This is an optimization exercise on Yosys and OpenROAD, whose aim is small area, a short achievable clock period and few clock cycles per item, not a production implementation.
In this exercise RTL edits were held to simulation tests only and were not proved equivalent to the original.

juniper:
// aes128_ctr
module aes128_ctr (
    input  wire         clk,
    input  wire         rst,
    input  wire         cmd_valid,
    output wire         cmd_ready,
    input  wire [2:0]   cmd_op,
    input  wire [4:0]   cmd_len,
    input  wire [127:0] cmd_data,
    output reg          res_valid,
    output reg          res_err,
    output reg  [127:0] res_data
);
Size in the first run: ~39,000 cells after synthesis, ~7,900 flip-flops.
export LEC_CHECK = 0
export CAP_MARGIN = 20
export CORE_MARGIN = 2
export CORE_UTILIZATION = 50
export CTS_CLUSTER_DIAMETER = 100
export CTS_CLUSTER_SIZE = 20
export PLACE_DENSITY = 0.6
export SETUP_SLACK_MARGIN = 5
export SLEW_MARGIN = 20
export SYNTH_HIERARCHICAL = 1
create_clock -name core_clock -period 10.0 [get_ports {clk}]
standard.sh (not shown) runs the stock make flow with config.mk's settings and CLKGATE_MAP_FILE= SYNTH_SCRIPT=/design/flow/synth_recipe.tcl, a recipe that flattens the netlist after the stock synthesis.
==> flow/flow/run.sh <==
#!/bin/bash
set -euo pipefail
SETUP_MARGIN=6.5
bash standard.sh SETUP_SLACK_MARGIN=$SETUP_MARGIN MAX_REPAIR_ANTENNAS_ITER_DRT=15 finish > standard_flow.log 2>&1
The final layout from juniper, which completed every stage, passed the timing, DRC and antenna checks at the end of the flow.
Testbench counts of juniper, summed over its fixed seeds: cycles 1,128, blocks 896.
Relative to juniper, the following input files were edited for yarrow:
diff --git a/flow/config.mk b/flow/config.mk
--- a/flow/config.mk
+++ b/flow/config.mk
@@ -10 +10 @@
-export CORE_UTILIZATION = 50
+export CORE_UTILIZATION = 55
@@ -13 +13 @@
-export PLACE_DENSITY = 0.6
+export PLACE_DENSITY = 0.65
[summary]
- Complete run, failing final checks: yarrow, reason antenna rules.
- From yarrow to juniper, simple-gate share of the synthesized area did not move at all.
- Via count of the first global-routing pass for yarrow: 971 down relative to juniper
- Re count of non-CTS buffers in the layout: yarrow is about 2% down on juniper.
- yarrow packs its core more tightly than juniper.
- After synthesis and placement, the instance count of yarrow is below that of juniper.
Input changes introduced in amber (baseline for comparison: yarrow):
diff --git a/flow/config.mk b/flow/config.mk
--- a/flow/config.mk
+++ b/flow/config.mk
@@ -10 +10 @@
-export CORE_UTILIZATION = 55
+export CORE_UTILIZATION = 50
@@ -13 +13 @@
-export PLACE_DENSITY = 0.65
+export PLACE_DENSITY = 0.7
[summary]
amber — maximum achievable frequency 2.1% lower, yarrow as reference. For the horizontal die dimension, amber came in about 5% higher than yarrow did. Area added between synthesis and finish delta (amber -> yarrow): insignificant. Status: combined flip-flop and latch cell area parity (amber, yarrow). amber completed every stage of the flow, and the final layout passed the timing, DRC and antenna checks. The setup slack of amber is smaller than that of yarrow.
--- input diff amber..nickel ---
==> flow/flow/run.sh <==
#!/bin/bash
set -euo pipefail
SETUP_MARGIN=6.5
bash standard.sh SETUP_SLACK_MARGIN=$SETUP_MARGIN finish > standard_flow.log 2>&1
diff --git a/flow/config.mk b/flow/config.mk
--- a/flow/config.mk
+++ b/flow/config.mk
@@ -13 +13 @@
-export PLACE_DENSITY = 0.7
+export PLACE_DENSITY = 0.6
Complete run, failing final checks: nickel, reason antenna rules.
Higher clock-buffer cell count goes to amber over nickel.
Per the comparison of nickel with amber, proportion of cell area occupied by registers did not really move; routed metal-1 wirelength +4.4%.
Startpoint of the most critical setup path: res_data[122]$_DFF_P_ -> amber, res_err$_DFF_P_ -> nickel
Area of all placed cells without fillers: amber vs nickel — no meaningful difference
Modified inputs, xenon compared to nickel
==> flow/flow/run.sh <==
#!/bin/bash
set -euo pipefail
SETUP_MARGIN=6.5
bash standard.sh SETUP_SLACK_MARGIN=$SETUP_MARGIN MAX_REPAIR_ANTENNAS_ITER_DRT=15 finish > standard_flow.log 2>&1
diff --git a/flow/config.mk b/flow/config.mk
--- a/flow/config.mk
+++ b/flow/config.mk
@@ -12 +12 @@
-export CTS_CLUSTER_SIZE = 20
+export CTS_CLUSTER_SIZE = 25
### Flow results
The sole clean run among nickel and xenon is xenon.
Layout checks on nickel: not met. Flow itself completed; violations: antenna rules.
Summary of xenon over nickel: routed wire length has remained practically unchanged; ratio of cells with drive above 1 in the final layout level; least setup slack across all paths after layout picked up an extra 0.028 ns.
Going from nickel to xenon, the final cycle utilization of the critical path was found to have gone down by 0.28 points.
On overall routing resource usage, nickel and xenon are basically level.
xenon vs. nickel: number of non-clock buffers in the layout increased by 0.41% relative to the old numbers.

port drivers added, routing unchanged:
The results above use ideal ports. As a check the final layouts listed here were re-extracted and re-timed, cells and wires unchanged. Step 1 sets driving cells, clkbuf_16 on the clock port and buf_2 on the other inputs (assumed; they add their load-dependent delay and slew). Step 2 also shifts input and output timing later by t, the mid clock arrival at the registers, as if the neighbouring blocks saw the same clock. Slacks: ideal ports / drivers / drivers and shift; pairs: ideal ports / drivers.
| run | t, ns | setup WS [ns] | worst setup path at the end |
|---|---|---|---|
| juniper | 1.310 | 6.314 / 6.154 / 5.782 | input to register |
| yarrow | 1.288 | 6.344 / 6.185 / 5.346 | input to register |
| amber | 1.263 | 6.265 / 6.121 / 5.699 | input to register |
| nickel | 1.310 | 6.314 / 6.154 / 5.782 | input to register |
| xenon | 1.290 | 6.342 / 6.181 / 5.792 | input to register |
For yarrow, which loses most, drivers alone change the setup slack by -0.159 ns; drivers and shift together by -0.998 ns.
